Background: an optimization exercise with open tools, aiming at a short achievable clock period and few clock cycles. Do not read the settings as production practice.
RTL that was checked went through simulation tests only; none was proved equivalent to the original.
Power figures rest on the tool's default switching activity, not on a simulated workload.

==> v36 <==
==> flow/design.v <==
module flz_decomp (
    input  wire        clk,
    input  wire        rst,         
    input  wire        start,
    input  wire        abort,
    input  wire [15:0] in_off,
    input  wire [15:0] in_len,
    output wire [15:0] in_addr,
    input  wire [7:0]  in_rdata,
    output wire        out_we,
    output wire [14:0] out_waddr,
    output wire [7:0]  out_wdata,
    output wire [14:0] out_raddr,
    input  wire [7:0]  out_rdata,
    output wire [1:0]  st,
    output reg  [1:0]  err,
    output reg  [2:0]  cause,
    output reg  [15:0] op
);
    localparam [1:0] ST_IDLE = 2'd0, ST_RUN = 2'd1, ST_DONE = 2'd2, ST_FAULT = 2'd3;
    localparam [1:0] E_NONE = 2'd0, E_UNSUPPORTED = 2'd1, E_CORRUPT = 2'd2;
    localparam [2:0] C_NONE = 3'd0, C_LEVEL = 3'd1, C_TRUNC_HDR = 3'd2, C_TRUNC_LIT = 3'd3,
                     C_TRUNC_MATCH = 3'd4, C_UNDERFLOW = 3'd5, C_OVERFLOW_LIT = 3'd6,
                     C_OVERFLOW_MATCH = 3'd7;
    localparam [2:0] T_CTRL = 3'd0, T_EXT = 3'd1, T_LO = 3'd2, T_LIT = 3'd3, T_STOP = 3'd4;
    localparam [1:0] K_LIT = 2'd0, K_MATCH = 2'd1, K_FIN = 2'd2;
    localparam [1:0] X_IDLE = 2'd0, X_LIT = 2'd1, X_COPY = 2'd2, X_FIN = 2'd3;
    localparam [1:0] D_LIT = 2'd0, D_MEM = 2'd1, D_H1 = 2'd2, D_H2 = 2'd3;
    reg  [1:0]  st_r;
    assign st = st_r;
    wire running = (st_r == ST_RUN);
    wire go      = start && !running;       
    reg  [15:0] ip;           
    reg  [15:0] fleft;        
    reg         fnz;          
    reg         room_c;       
    reg         room_l;       
    reg         f1_v;         
    reg  [5:0]  f1_tag;       
    reg  [7:0]  iq;
    reg         iq_v;
    reg  [5:0]  iq_tag;
    reg  [7:0]  lq [0:15];
    reg  [3:0]  lq_w, lq_r;
    reg  [4:0]  lq_n;
    reg  [1:0]  cq_type [0:7];
    reg  [8:0]  cq_cnt  [0:7];     
    reg         cq_one  [0:7];
    reg  [14:0] cq_rp   [0:7];
    reg  [1:0]  cq_dsel [0:7];
    reg  [2:0]  cq_w, cq_r;
    reg  [3:0]  cq_n;
    reg  [2:0]  t_st;
    reg         t_first;
    reg         t_end;        
    reg  [4:0]  t_cnt;        
    reg  [4:0]  t_hi;
    reg  [8:0]  t_n;
    reg         k_v;
    reg  [1:0]  k_type;
    reg  [8:0]  k_n;
    reg         k_one;
    reg  [12:0] k_ofs;
    reg  [1:0]  k_err;
    reg  [2:0]  k_cause;
    reg         c1_v;
    reg  [1:0]  c1_type;
    reg  [8:0]  c1_n;
    reg         c1_one;
    reg  [14:0] c1_src;
    reg  [1:0]  c1_dsel;
    reg  [1:0]  c1_err;
    reg  [2:0]  c1_cause;
    reg         c1_uf;
    reg         c1_ovf;
    reg         c_stop;
    reg  [15:0] op_p;         
    reg  [15:0] space;        
    reg  [1:0]  x_mode;
    reg  [8:0]  x_cnt;
    reg         x_last;       
    reg  [14:0] x_rp;
    reg  [1:0]  x_dsel;
    reg  [1:0]  x_err;
    reg  [2:0]  x_cause;
    reg         d_v;
    reg  [1:0]  d_sel;
    reg  [7:0]  d_lit;
    reg         w_v;
    reg  [7:0]  w_data;
    reg  [7:0]  h1;           
    reg  [7:0]  h2;           
    assign in_addr   = ip;
    assign out_raddr = x_rp;
    assign out_we    = w_v;
    assign out_waddr = op[14:0];
    assign out_wdata = w_data;
    wire        fetch   = running && fnz && room_c && room_l;
    wire [3:0]  cq_occ  = cq_n + {3'd0, c1_v} + {3'd0, k_v} + {3'd0, iq_v} + {3'd0, f1_v} +
                          {3'd0, fetch};
    wire [4:0]  lq_occ  = lq_n + {4'd0, iq_v} + {4'd0, f1_v} + {4'd0, fetch};
    wire [5:0]  f_tag   = (fleft[15:6] != 10'd0) ? 6'd63 : (fleft[5:0] - 6'd1);
    wire [2:0]  c_len   = iq[7:5];
    wire        tr_lit  = (iq_tag <= {1'b0, iq[4:0]});
    wire        tr_sm   = (iq_tag == 6'd0);
    wire        tr_lm   = (iq_tag[5:1] == 5'd0);
    wire        t_lit   = running && iq_v && (t_st == T_LIT);
    wire        t_fin   = running && (t_st == T_CTRL) && t_end && (cq_n + {3'd0, k_v} + {3'd0, c1_v} <= 4'd7);
    wire        uflow   = ({3'd0, k_ofs} >= op_p);
    wire        ovf     = (space[15:9] == 7'd0) && (space[8:0] < k_n);
    wire [14:0] k_src   = op_p[14:0] + {2'b11, ~k_ofs};
    wire        c_push  = running && c1_v && !c_stop;
    wire        lq_ne   = (lq_n != 5'd0);
    wire        cq_ne   = (cq_n != 4'd0);
    wire        x_lpop  = (x_mode == X_LIT) && lq_ne;
    wire        x_free  = (x_mode == X_IDLE) || (x_last && ((x_mode == X_COPY) || x_lpop));
    wire        x_load  = running && x_free && cq_ne;
    wire [7:0]  d_byte  = (d_sel == D_LIT) ? d_lit :
                          (d_sel == D_MEM) ? out_rdata :
                          (d_sel == D_H1)  ? h1 : h2;
    integer i;
    always @(posedge clk) begin
        f1_v   <= fetch;
        f1_tag <= f_tag;
        iq     <= in_rdata;
        iq_v   <= f1_v;
        iq_tag <= f1_tag;
        ip     <= ip + {15'd0, fetch};
        room_c <= (cq_occ <= 4'd7);
        room_l <= (lq_occ <= 5'd15);
        if (fetch) begin
            fleft <= fleft - 16'd1;
            fnz   <= (fleft != 16'd1);
        end
        if (t_lit) begin
            lq[lq_w] <= iq;
            lq_w     <= lq_w + 4'd1;
        end
        if (x_lpop) lq_r <= lq_r + 4'd1;
        lq_n <= lq_n + {4'd0, t_lit} - {4'd0, x_lpop};
        k_v <= 1'b0;
        if (running) begin
            case (t_st)
                T_CTRL: begin
                    if (t_fin) begin
                        k_v     <= 1'b1;
                        k_type  <= K_FIN;
                        k_err   <= t_first ? E_CORRUPT : E_NONE;
                        k_cause <= t_first ? C_TRUNC_HDR : C_NONE;
                        t_st    <= T_STOP;
                    end else if (iq_v) begin
                        t_first <= 1'b0;
                        t_hi    <= iq[4:0];
                        k_n     <= {4'd0, iq[4:0]} + 9'd1;
                        k_one   <= (iq[4:0] == 5'd0);
                        t_cnt   <= iq[4:0];
                        t_n     <= {6'd0, c_len} + 9'd2;
                        k_err   <= E_CORRUPT;
                        k_type  <= K_FIN;
                        if (t_first && c_len != 3'd0) begin
                            k_v     <= 1'b1;
                            k_err   <= E_UNSUPPORTED;
                            k_cause <= C_LEVEL;
                            t_st    <= T_STOP;
                        end else if (c_len == 3'd0) begin
                            k_v     <= 1'b1;
                            k_cause <= C_TRUNC_LIT;
                            if (tr_lit) t_st <= T_STOP;
                            else begin
                                k_type <= K_LIT;
                                t_st   <= T_LIT;
                            end
                        end else begin
                            k_cause <= C_TRUNC_MATCH;
                            if ((c_len == 3'd7) ? tr_lm : tr_sm) begin
                                k_v  <= 1'b1;
                                t_st <= T_STOP;
                            end else
                                t_st <= (c_len == 3'd7) ? T_EXT : T_LO;
                        end
                    end
                end
                T_EXT: if (iq_v) begin
                    t_n  <= {1'b0, iq} + 9'd9;
                    t_st <= T_LO;
                end
                T_LO: if (iq_v) begin
                    k_v    <= 1'b1;
                    k_type <= K_MATCH;
                    k_n    <= t_n;
                    k_one  <= 1'b0;
                    k_ofs  <= {t_hi, iq};
                    t_st   <= T_CTRL;
                end
                T_LIT: if (iq_v) begin
                    t_cnt <= t_cnt - 5'd1;
                    if (t_cnt == 5'd0) t_st <= T_CTRL;
                end
                default: ;
            endcase
            if (iq_v && iq_tag == 6'd0) t_end <= 1'b1;
        end
        c1_v     <= running && k_v;
        c1_type  <= k_type;
        c1_n     <= k_n;
        c1_one   <= k_one;
        c1_src   <= k_src;
        c1_dsel  <= (k_ofs == 13'd0) ? D_H1 : (k_ofs == 13'd1) ? D_H2 : D_MEM;
        c1_err   <= k_err;
        c1_cause <= k_cause;
        c1_uf    <= uflow;
        c1_ovf   <= ovf;
        if (k_v) begin
            op_p  <= op_p + {7'd0, k_n};
            space <= space - {7'd0, k_n};
        end
        if (c_push) begin
            cq_cnt[cq_w]   <= c1_n;
            cq_one[cq_w]   <= c1_one;
            cq_rp[cq_w]    <= c1_src;
            cq_dsel[cq_w]  <= c1_dsel;
            cq_type[cq_w]  <= c1_type;
            if (c1_type == K_FIN) cq_cnt[cq_w] <= {4'd0, c1_err, c1_cause};
            if (c1_type == K_FIN) c_stop <= 1'b1;
            if (c1_type == K_LIT && c1_ovf) begin
                cq_type[cq_w]  <= K_FIN;
                cq_cnt[cq_w]   <= {4'd0, E_CORRUPT, C_OVERFLOW_LIT};
                c_stop         <= 1'b1;
            end
            if (c1_type == K_MATCH && (c1_uf || c1_ovf)) begin
                cq_type[cq_w]  <= K_FIN;
                cq_cnt[cq_w]   <= {4'd0, E_CORRUPT, c1_uf ? C_UNDERFLOW : C_OVERFLOW_MATCH};
                c_stop         <= 1'b1;
            end
            cq_w <= cq_w + 3'd1;
        end
        if (x_load) cq_r <= cq_r + 3'd1;
        cq_n <= cq_n + {3'd0, c_push} - {3'd0, x_load};
        w_v    <= d_v;
        w_data <= d_byte;
        if (d_v) begin
            h1 <= d_byte;
            h2 <= h1;
        end
        op <= op + {15'd0, w_v};
        d_v  <= 1'b0;
        x_rp <= x_rp + {14'd0, x_mode == X_COPY};
        case (x_mode)
            X_COPY: begin
                d_v    <= 1'b1;
                d_sel  <= x_dsel;
                x_cnt  <= x_cnt - 9'd1;
                x_last <= (x_cnt == 9'd2);
                if (x_last) x_mode <= X_IDLE;
            end
            X_LIT: begin
                if (lq_ne) begin
                    d_v    <= 1'b1;
                    d_sel  <= D_LIT;
                    d_lit  <= lq[lq_r];
                    x_cnt  <= x_cnt - 9'd1;
                    x_last <= (x_cnt == 9'd2);
                    if (x_last) x_mode <= X_IDLE;
                end
            end
            X_FIN: begin
                if (!d_v) begin
                    st_r   <= (x_err == E_NONE) ? ST_DONE : ST_FAULT;
                    err    <= x_err;
                    cause  <= x_cause;
                    x_mode <= X_IDLE;
                end
            end
            default: ;
        endcase
        if (x_load) begin
            x_mode  <= (cq_type[cq_r] == K_LIT) ? X_LIT : (cq_type[cq_r] == K_MATCH) ? X_COPY : X_FIN;
            x_cnt   <= cq_cnt[cq_r];
            x_last  <= cq_one[cq_r];
            x_rp    <= cq_rp[cq_r];
            x_dsel  <= cq_dsel[cq_r];
            x_err   <= cq_cnt[cq_r][4:3];
            x_cause <= cq_cnt[cq_r][2:0];
        end
        if (rst || abort || go) begin
            f1_v   <= 1'b0;
            iq_v   <= 1'b0;
            k_v    <= 1'b0;
            lq_w   <= 4'd0;
            lq_r   <= 4'd0;
            lq_n   <= 5'd0;
            cq_w   <= 3'd0;
            cq_r   <= 3'd0;
            cq_n   <= 4'd0;
            x_mode <= X_IDLE;
            d_v    <= 1'b0;
            w_v    <= 1'b0;
            t_st   <= T_STOP;
            c_stop <= 1'b1;
            c1_v   <= 1'b0;
            fnz    <= 1'b0;
            room_c <= 1'b0;
            room_l <= 1'b0;
        end
        if (rst || abort) begin
            st_r  <= ST_IDLE;
            err   <= E_NONE;
            cause <= C_NONE;
            if (rst) op <= 16'd0;
        end else if (go) begin
            st_r    <= ST_RUN;
            err     <= E_NONE;
            cause   <= C_NONE;
            op      <= 16'd0;
            ip      <= in_off;
            fleft   <= in_len;
            fnz     <= (in_len != 16'd0);
            room_c  <= 1'b1;
            room_l  <= 1'b1;
            t_st    <= T_CTRL;
            t_first <= 1'b1;
            t_end   <= (in_len == 16'd0);
            c_stop  <= 1'b0;
            op_p    <= 16'd0;
            space   <= 16'd32768;
        end
    end
endmodule
==> flow/run.sh <==
#!/bin/bash
# synth_recipe.tcl (not shown) runs the flow's synth.tcl, then flattens the netlist and writes it again
# the make line also repeats each setting of config.mk as NAME=value (left out here)
make -C /OpenROAD-flow-scripts/flow DESIGN_CONFIG=/design/flow/config.mk WORK_HOME=/design/flow/orfs CLKGATE_MAP_FILE= SYNTH_SCRIPT=/design/flow/synth_recipe.tcl finish
==> flow/config.mk <==
export PLATFORM = sky130hd
export DESIGN_NAME = flz_decomp
export DESIGN_NICKNAME = flz_decomp
export VERILOG_FILES = /design/flow/design.v
export SDC_FILE = /design/flow/constraint.sdc
export NUM_CORES = 4
export LEC_CHECK = 0
export CAP_MARGIN = 20
export CORE_MARGIN = 2
export CORE_UTILIZATION = 40
export SETUP_SLACK_MARGIN = 4
export SLEW_MARGIN = 20
==> flow/constraint.sdc <==
create_clock -name core_clock -period 6.0 [get_ports {clk}]
set_input_delay 1.2000 -clock core_clock [delete_from_list [all_inputs] [get_ports {clk}]]
set_output_delay 1.2000 -clock core_clock [all_outputs]
set_load 0.01 [all_outputs]
==> inputs of v21, as changes to v36 <==
==> flow/design.v, changed modules only <==
module flz_decomp (
    input  wire        clk,
    input  wire        rst,         
    input  wire        start,
    input  wire        abort,
    input  wire [15:0] in_off,
    input  wire [15:0] in_len,
    output wire [15:0] in_addr,
    input  wire [7:0]  in_rdata,
    output wire        out_we,
    output wire [14:0] out_waddr,
    output wire [7:0]  out_wdata,
    output wire [14:0] out_raddr,
    input  wire [7:0]  out_rdata,
    output wire [1:0]  st,
    output reg  [1:0]  err,
    output reg  [2:0]  cause,
    output reg  [15:0] op
);
    localparam [1:0] ST_IDLE = 2'd0, ST_RUN = 2'd1, ST_DONE = 2'd2, ST_FAULT = 2'd3;
    localparam [1:0] E_NONE = 2'd0, E_UNSUPPORTED = 2'd1, E_CORRUPT = 2'd2;
    localparam [2:0] C_NONE = 3'd0, C_LEVEL = 3'd1, C_TRUNC_HDR = 3'd2, C_TRUNC_LIT = 3'd3,
                     C_TRUNC_MATCH = 3'd4, C_UNDERFLOW = 3'd5, C_OVERFLOW_LIT = 3'd6,
                     C_OVERFLOW_MATCH = 3'd7;
    localparam [2:0] T_CTRL = 3'd0, T_EXT = 3'd1, T_LO = 3'd2, T_LIT = 3'd3, T_STOP = 3'd4;
    localparam [1:0] K_LIT = 2'd0, K_MATCH = 2'd1, K_FIN = 2'd2;
    localparam [1:0] X_IDLE = 2'd0, X_LIT = 2'd1, X_COPY = 2'd2, X_FIN = 2'd3;
    localparam [1:0] D_LIT = 2'd0, D_MEM = 2'd1, D_H1 = 2'd2, D_H2 = 2'd3;
    reg  [1:0]  st_r;
    assign st = st_r;
    wire running = (st_r == ST_RUN);
    wire go      = start && !running;       
    reg  [15:0] ip;           
    reg  [15:0] fleft;        
    reg         fnz;          
    reg  [3:0]  c_occ;        
    reg  [4:0]  l_occ;        
    reg         c_le5, c_le6, c_le7;     
    reg         l_le13, l_le14, l_le15;  
    reg         f1_v;         
    reg  [5:0]  f1_tag;       
    reg  [7:0]  iq;
    reg         iq_v;
    reg  [5:0]  iq_tag;
    reg  [7:0]  lq [0:15];
    reg  [4:0]  lq_w, lq_r;   
    reg  [1:0]  cq_type [0:7];
    reg  [8:0]  cq_cnt  [0:7];     
    reg         cq_one  [0:7];
    reg  [14:0] cq_rp   [0:7];
    reg  [1:0]  cq_dsel [0:7];
    reg  [3:0]  cq_w, cq_r;
    reg  [2:0]  t_st;
    reg         t_first;
    reg         t_end;        
    reg  [4:0]  t_cnt;        
    reg  [4:0]  t_hi;
    reg  [8:0]  t_n;
    reg         k_v;
    reg  [1:0]  k_type;
    reg  [8:0]  k_n;
    reg  [8:0]  k_add;        
    reg         k_one;
    reg  [12:0] k_ofs;
    reg  [1:0]  k_err;
    reg  [2:0]  k_cause;
    reg         c1_v;
    reg  [1:0]  c1_type;
    reg  [8:0]  c1_n;
    reg         c1_one;
    reg  [14:0] c1_src;
    reg  [1:0]  c1_dsel;
    reg  [1:0]  c1_err;
    reg  [2:0]  c1_cause;
    reg         c1_uf;
    reg         c_stop;
    reg  [15:0] op_p;         
    reg  [1:0]  x_mode;
    reg  [8:0]  x_cnt;
    reg         x_last;       
    reg  [14:0] x_rp;
    reg  [1:0]  x_dsel;
    reg  [1:0]  x_err;
    reg  [2:0]  x_cause;
    reg         d_v;
    reg  [1:0]  d_sel;
    reg  [7:0]  d_lit;
    reg         w_v;
    reg  [7:0]  w_data;
    reg  [7:0]  h1;           
    reg  [7:0]  h2;           
    assign in_addr   = ip;
    assign out_raddr = x_rp;
    assign out_we    = w_v;
    assign out_waddr = op[14:0];
    assign out_wdata = w_data;
    wire        fetch   = running && fnz &&
                          ((iq_v && f1_v)  ? (c_le5 && l_le13) :
                           (iq_v || f1_v)  ? (c_le6 && l_le14) : (c_le7 && l_le15));
    wire [3:0]  cq_occ  = (cq_w - cq_r) + {3'd0, c1_v} + {3'd0, k_v} + {3'd0, iq_v} + {3'd0, f1_v};
    wire [4:0]  lq_occ  = (lq_w - lq_r) + {4'd0, iq_v} + {4'd0, f1_v};
    wire [5:0]  f_tag   = (fleft[15:6] != 10'd0) ? 6'd63 : (fleft[5:0] - 6'd1);
    wire [2:0]  c_len   = iq[7:5];
    wire        tr_lit  = (iq_tag <= {1'b0, iq[4:0]});
    wire        tr_sm   = (iq_tag == 6'd0);
    wire        tr_lm   = (iq_tag[5:1] == 5'd0);
    wire        t_lit   = running && iq_v && (t_st == T_LIT);
    wire        t_fin   = running && (t_st == T_CTRL) && t_end && c_le7;
    wire        uflow   = ({3'd0, k_ofs} >= op_p);
    wire        c2_ovf  = op_p[15] && (op_p[14:0] != 15'd0);
    wire [14:0] k_src   = op_p[14:0] + {2'b11, ~k_ofs};
    wire        c_push  = running && c1_v && !c_stop;
    wire        lq_ne   = (lq_w != lq_r);
    wire        cq_ne   = (cq_w != cq_r);
    wire        x_lpop  = (x_mode == X_LIT) && lq_ne;
    wire        x_free  = (x_mode == X_IDLE) || (x_last && ((x_mode == X_COPY) || x_lpop));
    wire        x_load  = running && x_free && cq_ne;
    wire [7:0]  d_byte  = (d_sel == D_LIT) ? d_lit :
                          (d_sel == D_MEM) ? out_rdata :
                          (d_sel == D_H1)  ? h1 : h2;
    integer i;
    always @(posedge clk) begin
        f1_v   <= fetch;
        f1_tag <= f_tag;
        iq     <= in_rdata;
        iq_v   <= f1_v;
        iq_tag <= f1_tag;
        ip     <= ip + {15'd0, fetch};
        c_occ  <= cq_occ;
        l_occ  <= lq_occ;
        c_le5  <= (c_occ <= 4'd5);
        c_le6  <= (c_occ <= 4'd6);
        c_le7  <= (c_occ <= 4'd7);
        l_le13 <= (l_occ <= 5'd13);
        l_le14 <= (l_occ <= 5'd14);
        l_le15 <= (l_occ <= 5'd15);
        if (fetch) begin
            fleft <= fleft - 16'd1;
            fnz   <= (fleft != 16'd1);
        end
        if (t_lit) begin
            lq[lq_w[3:0]] <= iq;
            lq_w     <= lq_w + 5'd1;
        end
        lq_r <= lq_r + {4'd0, x_lpop};
        k_v   <= 1'b0;
        k_add <= 9'd0;
        if (running) begin
            case (t_st)
                T_CTRL: begin
                    if (t_fin) begin
                        k_v     <= 1'b1;
                        k_type  <= K_FIN;
                        k_err   <= t_first ? E_CORRUPT : E_NONE;
                        k_cause <= t_first ? C_TRUNC_HDR : C_NONE;
                        t_st    <= T_STOP;
                    end else if (iq_v) begin
                        t_first <= 1'b0;
                        t_hi    <= iq[4:0];
                        k_n     <= {4'd0, iq[4:0]} + 9'd1;
                        k_one   <= (iq[4:0] == 5'd0);
                        t_cnt   <= iq[4:0];
                        t_n     <= {6'd0, c_len} + 9'd2;
                        k_err   <= E_CORRUPT;
                        k_type  <= K_FIN;
                        if (t_first && c_len != 3'd0) begin
                            k_v     <= 1'b1;
                            k_err   <= E_UNSUPPORTED;
                            k_cause <= C_LEVEL;
                            t_st    <= T_STOP;
                        end else if (c_len == 3'd0) begin
                            k_v     <= 1'b1;
                            k_cause <= C_TRUNC_LIT;
                            if (tr_lit) t_st <= T_STOP;
                            else begin
                                k_type <= K_LIT;
                                k_add  <= {4'd0, iq[4:0]} + 9'd1;
                                t_st   <= T_LIT;
                            end
                        end else begin
                            k_cause <= C_TRUNC_MATCH;
                            if ((c_len == 3'd7) ? tr_lm : tr_sm) begin
                                k_v  <= 1'b1;
                                t_st <= T_STOP;
                            end else
                                t_st <= (c_len == 3'd7) ? T_EXT : T_LO;
                        end
                    end
                end
                T_EXT: if (iq_v) begin
                    t_n  <= {1'b0, iq} + 9'd9;
                    t_st <= T_LO;
                end
                T_LO: if (iq_v) begin
                    k_v    <= 1'b1;
                    k_type <= K_MATCH;
                    k_n    <= t_n;
                    k_add  <= t_n;
                    k_one  <= 1'b0;
                    k_ofs  <= {t_hi, iq};
                    t_st   <= T_CTRL;
                end
                T_LIT: if (iq_v) begin
                    t_cnt <= t_cnt - 5'd1;
                    if (t_cnt == 5'd0) t_st <= T_CTRL;
                end
                default: ;
            endcase
            if (iq_v && iq_tag == 6'd0) t_end <= 1'b1;
        end
        c1_v     <= running && k_v;
        c1_type  <= k_type;
        c1_n     <= k_n;
        c1_one   <= k_one;
        c1_src   <= k_src;
        c1_dsel  <= (k_ofs == 13'd0) ? D_H1 : (k_ofs == 13'd1) ? D_H2 : D_MEM;
        c1_err   <= k_err;
        c1_cause <= k_cause;
        c1_uf    <= uflow;
        op_p     <= op_p + {7'd0, k_add};
        if (c_push) begin
            cq_cnt[cq_w[2:0]]   <= c1_n;
            cq_one[cq_w[2:0]]   <= c1_one;
            cq_rp[cq_w[2:0]]    <= c1_src;
            cq_dsel[cq_w[2:0]]  <= c1_dsel;
            cq_type[cq_w[2:0]]  <= c1_type;
            if (c1_type == K_FIN) cq_cnt[cq_w[2:0]] <= {4'd0, c1_err, c1_cause};
            if (c1_type == K_FIN) c_stop <= 1'b1;
            if (c1_type == K_LIT && c2_ovf) begin
                cq_type[cq_w[2:0]]  <= K_FIN;
                cq_cnt[cq_w[2:0]]   <= {4'd0, E_CORRUPT, C_OVERFLOW_LIT};
                c_stop         <= 1'b1;
            end
            if (c1_type == K_MATCH && (c1_uf || c2_ovf)) begin
                cq_type[cq_w[2:0]]  <= K_FIN;
                cq_cnt[cq_w[2:0]]   <= {4'd0, E_CORRUPT, c1_uf ? C_UNDERFLOW : C_OVERFLOW_MATCH};
                c_stop         <= 1'b1;
            end
            cq_w <= cq_w + 4'd1;
        end
        cq_r <= cq_r + {3'd0, x_load};
        w_v    <= d_v;
        w_data <= d_byte;
        if (d_v) begin
            h1 <= d_byte;
            h2 <= h1;
        end
        op <= op + {15'd0, w_v};
        d_v  <= 1'b0;
        x_rp <= x_rp + {14'd0, x_mode == X_COPY};
        case (x_mode)
            X_COPY: begin
                d_v    <= 1'b1;
                d_sel  <= x_dsel;
                x_cnt  <= x_cnt - 9'd1;
                x_last <= (x_cnt == 9'd2);
                if (x_last) x_mode <= X_IDLE;
            end
            X_LIT: begin
                if (lq_ne) begin
                    d_v    <= 1'b1;
                    d_sel  <= D_LIT;
                    d_lit  <= lq[lq_r[3:0]];
                    x_cnt  <= x_cnt - 9'd1;
                    x_last <= (x_cnt == 9'd2);
                    if (x_last) x_mode <= X_IDLE;
                end
            end
            X_FIN: begin
                if (!d_v) begin
                    st_r   <= (x_err == E_NONE) ? ST_DONE : ST_FAULT;
                    err    <= x_err;
                    cause  <= x_cause;
                    x_mode <= X_IDLE;
                end
            end
            default: ;
        endcase
        if (x_load) begin
            x_mode  <= (cq_type[cq_r[2:0]] == K_LIT) ? X_LIT : (cq_type[cq_r[2:0]] == K_MATCH) ? X_COPY : X_FIN;
            x_cnt   <= cq_cnt[cq_r[2:0]];
            x_last  <= cq_one[cq_r[2:0]];
            x_rp    <= cq_rp[cq_r[2:0]];
            x_dsel  <= cq_dsel[cq_r[2:0]];
            x_err   <= cq_cnt[cq_r[2:0]][4:3];
            x_cause <= cq_cnt[cq_r[2:0]][2:0];
        end
        if (rst || abort || go) begin
            f1_v   <= 1'b0;
            iq_v   <= 1'b0;
            k_v    <= 1'b0;
            k_add  <= 9'd0;
            lq_w   <= 5'd0;
            lq_r   <= 5'd0;
            cq_w   <= 4'd0;
            cq_r   <= 4'd0;
            x_mode <= X_IDLE;
            d_v    <= 1'b0;
            w_v    <= 1'b0;
            t_st   <= T_STOP;
            c_stop <= 1'b1;
            c1_v   <= 1'b0;
            fnz    <= 1'b0;
            c_occ  <= 4'd0;
            l_occ  <= 5'd0;
            c_le5  <= 1'b0;
            c_le6  <= 1'b0;
            c_le7  <= 1'b0;
            l_le13 <= 1'b0;
            l_le14 <= 1'b0;
            l_le15 <= 1'b0;
        end
        if (rst || abort) begin
            st_r  <= ST_IDLE;
            err   <= E_NONE;
            cause <= C_NONE;
            if (rst) op <= 16'd0;
        end else if (go) begin
            st_r    <= ST_RUN;
            err     <= E_NONE;
            cause   <= C_NONE;
            op      <= 16'd0;
            ip      <= in_off;
            fleft   <= in_len;
            fnz     <= (in_len != 16'd0);
            c_le5   <= 1'b1;
            c_le6   <= 1'b1;
            c_le7   <= 1'b1;
            l_le13  <= 1'b1;
            l_le14  <= 1'b1;
            l_le15  <= 1'b1;
            t_st    <= T_CTRL;
            t_first <= 1'b1;
            t_end   <= (in_len == 16'd0);
            c_stop  <= 1'b0;
            op_p    <= 16'd0;
        end
    end
endmodule
--- a/flow/config.mk
+++ b/flow/config.mk
@@ -7,6 +7,8 @@
 export LEC_CHECK = 0
 export CAP_MARGIN = 20
 export CORE_MARGIN = 2
-export CORE_UTILIZATION = 40
+export CORE_UTILIZATION = 60
+export CTS_CLUSTER_DIAMETER = 60
+export CTS_CLUSTER_SIZE = 30
 export SETUP_SLACK_MARGIN = 4
 export SLEW_MARGIN = 20
==> run notes <==
metric                                                                   v21             v36
Status                                                        finished clean  finished clean
Worst setup EP type                                              output port            flop
Power attributed to combinational cells                               441 uW          434 uW
Die extent in y                                                       216 um          267 um
Leak pwr                                                             11.8 nW         13.1 nW
Row count                                                                 77              96
Maximum number of pins on one net before global-route repair              51              41
Total CTS buffers                                                         42              72
Setup slack of the worst register-to-register path                   3.73 ns         3.55 ns
Worst path depth                                                           1              15
Distinct cells, synth                                                     62              60
Worst rel slew slack                                                   46.2%           46.5%
Number of placed cells counting well taps                               2561            2891
Tot Pwr                                                              8.66 mW         10.0 mW
Testbench counts of v21, summed over its fixed seeds: cycles 296,929.
Function not checked in v36: the RTL went through the layout flow alone.

separate check: timing with driven ports:
No port has a modelled driver above. Below, the same layouts with a new extraction and two added sets of constraints.
Step 1: set_driving_cell puts a clkbuf_16 on clk and a buf_2 on each other input, an assumption about the parent block.
Step 2 also shifts input and output timing later by t, the mid clock arrival at the registers, as if the neighbouring blocks saw the same clock.
Three values: ideal ports, drivers, drivers and shift; two values: the first two.
run	shift t [ns]	setup slack, ns	worst register clock-pin slew, ns	worst slew at a driven data input, ns	pins driven straight from the clock port
v36	0.680	3.552 / 3.552 / 3.332	0.07 / 0.07	0.05	1
v21	0.647	3.698 / 3.639 / 3.333	0.10 / 0.10	0.08	1
After both steps setup and hold are still met in every run listed. The setup slack of v21, which loses most, moves by -0.059 ns with the drivers and by -0.365 ns with both steps.
